Context: an optimization exercise on an open-source flow, tuned for small area, a short achievable clock period and few clock cycles. The choices shown serve that exercise and are no tape-out recipe.
RTL that was checked went through simulation tests only; none was proved equivalent to the original.
Power and IR drop assume default switching activity.

==> flow/design.v <==
module upe_link (
    input  wire        clk,
    input  wire        rst,
    input  wire        strict,
    input  wire        rx_valid,
    input  wire [7:0]  rx_data,
    output wire        rx_ready,
    output reg         ro_valid,
    input  wire        ro_ready,
    output reg  [1:0]  ro_kind,
    output reg  [7:0]  ro_data,
    output wire [15:0] ro_crc_calc,
    output wire [15:0] ro_crc_recv,
    input  wire        ti_valid,
    input  wire [7:0]  ti_data,
    output wire        ti_ready,
    output reg         to_valid,
    input  wire        to_ready,
    output reg  [7:0]  to_data
);
    localparam [1:0] K_BYTE  = 2'd0;
    localparam [1:0] K_FRAME = 2'd1;
    localparam [1:0] K_DROP  = 2'd2;
    localparam [15:0] KEY_B0 = 16'h7760;
    localparam [15:0] KEY_B1 = 16'h3019;
    localparam [15:0] KEY_B2 = 16'h065F;
    localparam [15:0] KEY_B3 = 16'h4052;
    localparam [15:0] KEY_B4 = 16'h1625;
    localparam [15:0] KEY_B5 = 16'h431A;
    localparam [15:0] KEY_B6 = 16'h4C8A;
    localparam [15:0] KEY_B7 = 16'hC428;
    function [7:0] key;
        input [3:0] i;
        begin
            key = {KEY_B7[i], KEY_B6[i], KEY_B5[i], KEY_B4[i],
                   KEY_B3[i], KEY_B2[i], KEY_B1[i], KEY_B0[i]};
        end
    endfunction
    function [15:0] dec16;
        input [15:0] c;
        integer k;
        begin
            dec16[0] = ~c[0];
            for (k = 1; k < 16; k = k + 1)
                dec16[k] = c[k] ^ ~|(c & ((16'd1 << k) - 16'd1));
        end
    endfunction
    function [15:0] crc_update;
        input [7:0]  b;
        input [15:0] crc;
        integer k;
        reg [15:0] c;
        begin
            c = crc ^ {b, 8'h00};
            for (k = 0; k < 8; k = k + 1)
                c = c[15] ? ((c << 1) ^ 16'h1021) : (c << 1);
            crc_update = c;
        end
    endfunction
    localparam [3:0] S_IDLE    = 4'd0;
    localparam [3:0] S_SYNC2   = 4'd1;
    localparam [3:0] S_LENLO   = 4'd2;
    localparam [3:0] S_LENHI   = 4'd3;
    localparam [3:0] S_PAYLOAD = 4'd4;
    localparam [3:0] S_CKLO    = 4'd5;
    localparam [3:0] S_CKHI    = 4'd6;
    localparam [3:0] S_FOOT1   = 4'd7;
    localparam [3:0] S_FOOT2   = 4'd8;
    reg [3:0]  stage;
    reg [15:0] rcnt;
    reg [3:0]  rkidx;
    reg        rshort;
    reg        rl0s;         
    reg [15:0] crc_calc;
    reg        ro_new;       
    assign rx_ready    = ro_ready;
    assign ro_crc_calc = crc_calc;
    assign ro_crc_recv = rcnt;
    wire       rx_take  = rx_valid && rx_ready;
    wire [7:0]  rkey     = key(rkidx);
    wire [7:0]  rx_plain = rx_data ^ rkey;
    wire [15:0] crc_next = crc_update(ro_data, crc_calc);
    wire [15:0] rcnt_dec = dec16(rcnt);
    wire        crc_ok   = (crc_calc == rcnt);
    reg        rp;
    reg [1:0]  rp_kind;
    reg [7:0]  rp_data;
    always @(*) begin
        rp      = 1'b0;
        rp_kind = K_BYTE;
        rp_data = rx_plain;
        case (stage)
            S_PAYLOAD: rp = 1'b1;
            S_FOOT1: begin
                rp      = (rx_data != 8'hDC);
                rp_kind = K_DROP;
                rp_data = 8'd0;
            end
            S_FOOT2: begin
                rp = 1'b1;
                if (rx_data != 8'hBA) begin
                    rp_kind = K_DROP;
                    rp_data = 8'd0;
                end else if (rshort) begin
                    rp_kind = K_DROP;
                    rp_data = 8'd1;
                end else if (strict && !crc_ok) begin
                    rp_kind = K_DROP;
                    rp_data = 8'd2;
                end else begin
                    rp_kind = K_FRAME;
                    rp_data = {7'd0, crc_ok};
                end
            end
            default: ;
        endcase
    end
    always @(posedge clk) begin
        if (rx_ready) begin
            ro_kind <= rp_kind;
            ro_data <= rp_data;
        end
        if (ro_new)
            crc_calc <= crc_next;
        if (rx_take) begin
            case (stage)
                S_LENLO: begin
                    rcnt[7:0] <= rx_data;
                    rl0s      <= (rx_data[7:1] == 7'd0);
                end
                S_LENHI: begin
                    rcnt[15:8] <= rx_data;
                    rkidx      <= 4'd0;
                    crc_calc   <= 16'd0;
                    rshort     <= (rx_data == 8'd0) && rl0s;
                end
                S_PAYLOAD: begin
                    rcnt  <= rcnt_dec;
                    rkidx <= rkidx + 4'd1;
                end
                S_CKLO: begin
                    rcnt[7:0] <= rx_plain;
                    rkidx     <= rkidx + 4'd1;
                end
                S_CKHI: rcnt[15:8] <= rx_plain;
                default: ;
            endcase
        end
        if (rst) begin
            stage    <= S_IDLE;
            ro_valid <= 1'b0;
            ro_new   <= 1'b0;
        end else begin
            if (rx_ready)
                ro_valid <= rx_valid && rp;
            ro_new <= rx_take && stage == S_PAYLOAD;
            if (rx_take) begin
                case (stage)
                    S_IDLE:    if (rx_data == 8'hAB) stage <= S_SYNC2;
                    S_SYNC2:   stage <= (rx_data == 8'hCD) ? S_LENLO : S_IDLE;
                    S_LENLO:   stage <= S_LENHI;
                    S_LENHI:   stage <= (rx_data == 8'd0 && rl0s && !rcnt[0]) ?
                                        S_CKLO : S_PAYLOAD;
                    S_PAYLOAD: if (rcnt == 16'd1) stage <= S_CKLO;
                    S_CKLO:    stage <= S_CKHI;
                    S_CKHI:    stage <= S_FOOT1;
                    S_FOOT1:   stage <= (rx_data == 8'hDC) ? S_FOOT2 : S_IDLE;
                    default:   stage <= S_IDLE;
                endcase
            end
        end
    end
    localparam [3:0] T_AB   = 4'b0000;
    localparam [3:0] T_CD   = 4'b0001;
    localparam [3:0] T_L0   = 4'b0010;
    localparam [3:0] T_L1   = 4'b0011;
    localparam [3:0] T_PAY  = 4'b1000;
    localparam [3:0] T_K0   = 4'b0100;
    localparam [3:0] T_K1   = 4'b0101;
    localparam [3:0] T_DC   = 4'b0110;
    localparam [3:0] T_BA   = 4'b0111;
    localparam [1:0] I_L0   = 2'b00;    
    localparam [1:0] I_L1   = 2'b01;    
    localparam [1:0] I_PAY  = 2'b10;    
    localparam [1:0] I_HOLD = 2'b11;    
    reg [3:0]  tstate;
    reg [1:0]  tin;
    reg [15:0] tcnt;
    reg [3:0]  tkidx;
    reg [15:0] tcrc;
    reg        tl0z;         
    reg        tfirst;       
    wire out_free = to_ready;
    assign ti_ready = !tin[1] || (tstate[3] && to_ready);
    wire tx_take  = ti_valid && ti_ready;
    wire pay_take = ti_valid && tstate[3] && out_free;
    wire [7:0]  tkey      = key(tkidx);
    wire [15:0] tcrc_cur  = tfirst ? 16'd0 : tcrc;
    wire [15:0] tcrc_next = crc_update(ti_data, tcrc_cur);
    wire [15:0] tcnt_dec  = dec16(tcnt);
    reg       tg;
    reg [7:0] tg_data;
    always @(*) begin
        tg      = 1'b1;
        tg_data = 8'hAB;
        case (tstate)
            T_AB: begin
                tg      = (tin != I_L0) || ti_valid;
                tg_data = 8'hAB;
            end
            T_CD:  tg_data = 8'hCD;
            T_L0: begin
                tg      = tin[1];
                tg_data = tcnt[7:0];
            end
            T_L1: begin
                tg      = tin[1];
                tg_data = tcnt[15:8];
            end
            T_PAY: begin
                tg      = ti_valid;
                tg_data = ti_data ^ tkey;
            end
            T_K0:  tg_data = tcrc_cur[7:0] ^ tkey;
            T_K1:  tg_data = tcrc_cur[15:8] ^ tkey;
            T_DC:  tg_data = 8'hDC;
            default: tg_data = 8'hBA;
        endcase
    end
    reg [3:0] tstate_n;
    reg [1:0] tin_n;
    always @(*) begin
        tin_n    = tin;
        tstate_n = tstate;
        if (tx_take && tin == I_L0)
            tin_n = I_L1;
        if (tx_take && tin == I_L1)
            tin_n = (ti_data == 8'd0 && tl0z) ? I_HOLD : I_PAY;
        if (out_free && tg) begin
            case (tstate)
                T_AB: tstate_n = T_CD;
                T_CD: tstate_n = T_L0;
                T_L0: tstate_n = T_L1;
                T_L1: begin
                    if (tin == I_HOLD) begin
                        tin_n    = I_L0;
                        tstate_n = T_K0;
                    end else begin
                        tstate_n = T_PAY;
                    end
                end
                T_PAY: begin
                    if (tcnt == 16'd1) begin
                        tin_n    = I_L0;
                        tstate_n = T_K0;
                    end
                end
                T_K0: tstate_n = T_K1;
                T_K1: tstate_n = T_DC;
                T_DC: tstate_n = T_BA;
                default: tstate_n = T_AB;
            endcase
        end
    end
    wire to_valid_n = out_free ? tg : to_valid;
    always @(posedge clk) begin
        if (out_free)
            to_data <= tg_data;
        if (tx_take && tin == I_L0) begin
            tcnt[7:0] <= ti_data;
            tl0z      <= (ti_data == 8'd0);
        end
        if (tx_take && tin == I_L1)
            tcnt[15:8] <= ti_data;
        if (out_free && tg && tstate == T_L1) begin
            tkidx  <= 4'd0;
            tfirst <= 1'b1;
        end
        if (pay_take) begin
            tcrc   <= tcrc_next;
            tfirst <= 1'b0;
            tcnt   <= tcnt_dec;
            tkidx  <= tkidx + 4'd1;
        end
        if (out_free && tstate == T_K0)
            tkidx <= tkidx + 4'd1;
        if (rst) begin
            tstate   <= T_AB;
            tin      <= I_L0;
            to_valid <= 1'b0;
        end else begin
            tstate   <= tstate_n;
            tin      <= tin_n;
            to_valid <= to_valid_n;
        end
    end
endmodule
export LEC_CHECK = 0
export ABC_AREA = 1
export ABC_CLOCK_PERIOD_IN_PS = 2000
export CAP_MARGIN = 20
export CORE_MARGIN = 2
export CORE_UTILIZATION = 55
export CTS_BUF_LIST = sky130_fd_sc_hd__clkbuf_8
export SETUP_SLACK_MARGIN = 2.1
export SLEW_MARGIN = 20
create_clock -name core_clock -period 4.0 [get_ports {clk}]
standard.sh (not shown) runs the stock make flow with config.mk's settings and CLKGATE_MAP_FILE= SYNTH_SCRIPT=/design/flow/synth_recipe.tcl, a recipe that flattens the netlist after the stock synthesis.
==> flow/flow/run.sh <==
#!/bin/bash
# Standard layout, but let the resizer change a cell's footprint (so it can
# upsize gates and port buffers) and buffer the ports with buf_2.
set -euo pipefail
bash standard.sh MATCH_CELL_FOOTPRINT=0 'BUFFER_PORTS_ARGS=-buffer_cell sky130_fd_sc_hd__buf_2' finish > make_finish.log 2>&1
==> next run, changes <==
--- a/flow/design.v
+++ b/flow/design.v
@@ -69,12 +69,13 @@
     reg [3:0]  stage;
     reg [15:0] rcnt;
     reg [3:0]  rkidx;
     reg        rshort;
+    reg        rl0z;         
     reg        rl0s;         
     reg [15:0] crc_calc;
     reg        ro_new;       
-    assign rx_ready    = ro_ready;
+    assign rx_ready    = !ro_valid || ro_ready;
     assign ro_crc_calc = crc_calc;
     assign ro_crc_recv = rcnt;
     wire       rx_take  = rx_valid && rx_ready;
     wire [7:0]  rkey     = key(rkidx);
@@ -125,8 +126,9 @@
         if (rx_take) begin
             case (stage)
                 S_LENLO: begin
                     rcnt[7:0] <= rx_data;
+                    rl0z      <= (rx_data == 8'd0);
                     rl0s      <= (rx_data[7:1] == 7'd0);
                 end
                 S_LENHI: begin
                     rcnt[15:8] <= rx_data;
@@ -158,9 +160,9 @@
                 case (stage)
                     S_IDLE:    if (rx_data == 8'hAB) stage <= S_SYNC2;
                     S_SYNC2:   stage <= (rx_data == 8'hCD) ? S_LENLO : S_IDLE;
                     S_LENLO:   stage <= S_LENHI;
-                    S_LENHI:   stage <= (rx_data == 8'd0 && rl0s && !rcnt[0]) ?
+                    S_LENHI:   stage <= (rx_data == 8'd0 && rl0z) ?
                                         S_CKLO : S_PAYLOAD;
                     S_PAYLOAD: if (rcnt == 16'd1) stage <= S_CKLO;
                     S_CKLO:    stage <= S_CKHI;
                     S_CKHI:    stage <= S_FOOT1;
@@ -189,10 +191,11 @@
     reg [3:0]  tkidx;
     reg [15:0] tcrc;
     reg        tl0z;         
     reg        tfirst;       
-    wire out_free = to_ready;
-    assign ti_ready = !tin[1] || (tstate[3] && to_ready);
+    reg        ti_base;      
+    wire out_free = !to_valid || to_ready;
+    assign ti_ready = ti_base || (tstate[3] && to_ready);
     wire tx_take  = ti_valid && ti_ready;
     wire pay_take = ti_valid && tstate[3] && out_free;
     wire [7:0]  tkey      = key(tkidx);
     wire [15:0] tcrc_cur  = tfirst ? 16'd0 : tcrc;
@@ -261,9 +264,9 @@
                 default: tstate_n = T_AB;
             endcase
         end
     end
-    wire to_valid_n = out_free ? tg : to_valid;
+    wire to_valid_n = out_free ? tg : 1'b1;
     always @(posedge clk) begin
         if (out_free)
             to_data <= tg_data;
         if (tx_take && tin == I_L0) begin
@@ -287,11 +290,13 @@
         if (rst) begin
             tstate   <= T_AB;
             tin      <= I_L0;
             to_valid <= 1'b0;
+            ti_base  <= 1'b1;
         end else begin
             tstate   <= tstate_n;
             tin      <= tin_n;
             to_valid <= to_valid_n;
+            ti_base  <= !tin_n[1] || (tstate_n[3] && !to_valid_n);
         end
     end
 endmodule
After rerunning: Routed wire length came out lower by about 1.3%; fmax came out lower by 2.7%; total power came out higher by 5.9%; combinational power came out higher by 18%; die area came out higher by 3.4%; worst setup slack gets worse by 0.054 ns; synthesized area came out higher by 3.6%.
Testbench counts after the change, summed over its fixed seeds: cycles 28,518.
For the first run of this note, only the layout was checked, not whether the RTL still works.

[afterwards: timing with drivers on the ports]
In the flow no input, the clock included, has a driving cell. The finished layouts below were timed again as built, in two steps. Step 1 (the two cells are an assumption about what drives the block):
set clk [get_ports {clk}]
set_driving_cell -lib_cell sky130_fd_sc_hd__clkbuf_16 $clk
set_driving_cell -lib_cell sky130_fd_sc_hd__buf_2 [delete_from_list [all_inputs] $clk]
Step 2 adds t to the input delays and takes it off the output delays; t is the mean of the earliest and latest rising clock arrival at the registers after step 1. Input paths then give back, and output paths get back, about the clock's delay inside the block. a / b / c = ideal / step 1 / step 2; a / b = the first two.
| run | t (ns) | slack for setup (ns) | hold WS [ns] | worst slew at a driven data input, ns |
|---|---|---|---|---|
| the first run | 0.418 | 2.026 / 1.960 / 1.681 | 0.490 / 0.490 / 0.490 | 0.06 |
| the second run | 0.423 | 1.972 / 1.934 / 1.777 | 0.525 / 0.525 / 0.525 | 0.06 |
After both steps setup and hold are still met in every run listed. The setup slack of the first run, which loses most, moves by -0.066 ns with the drivers and by -0.345 ns with both steps.
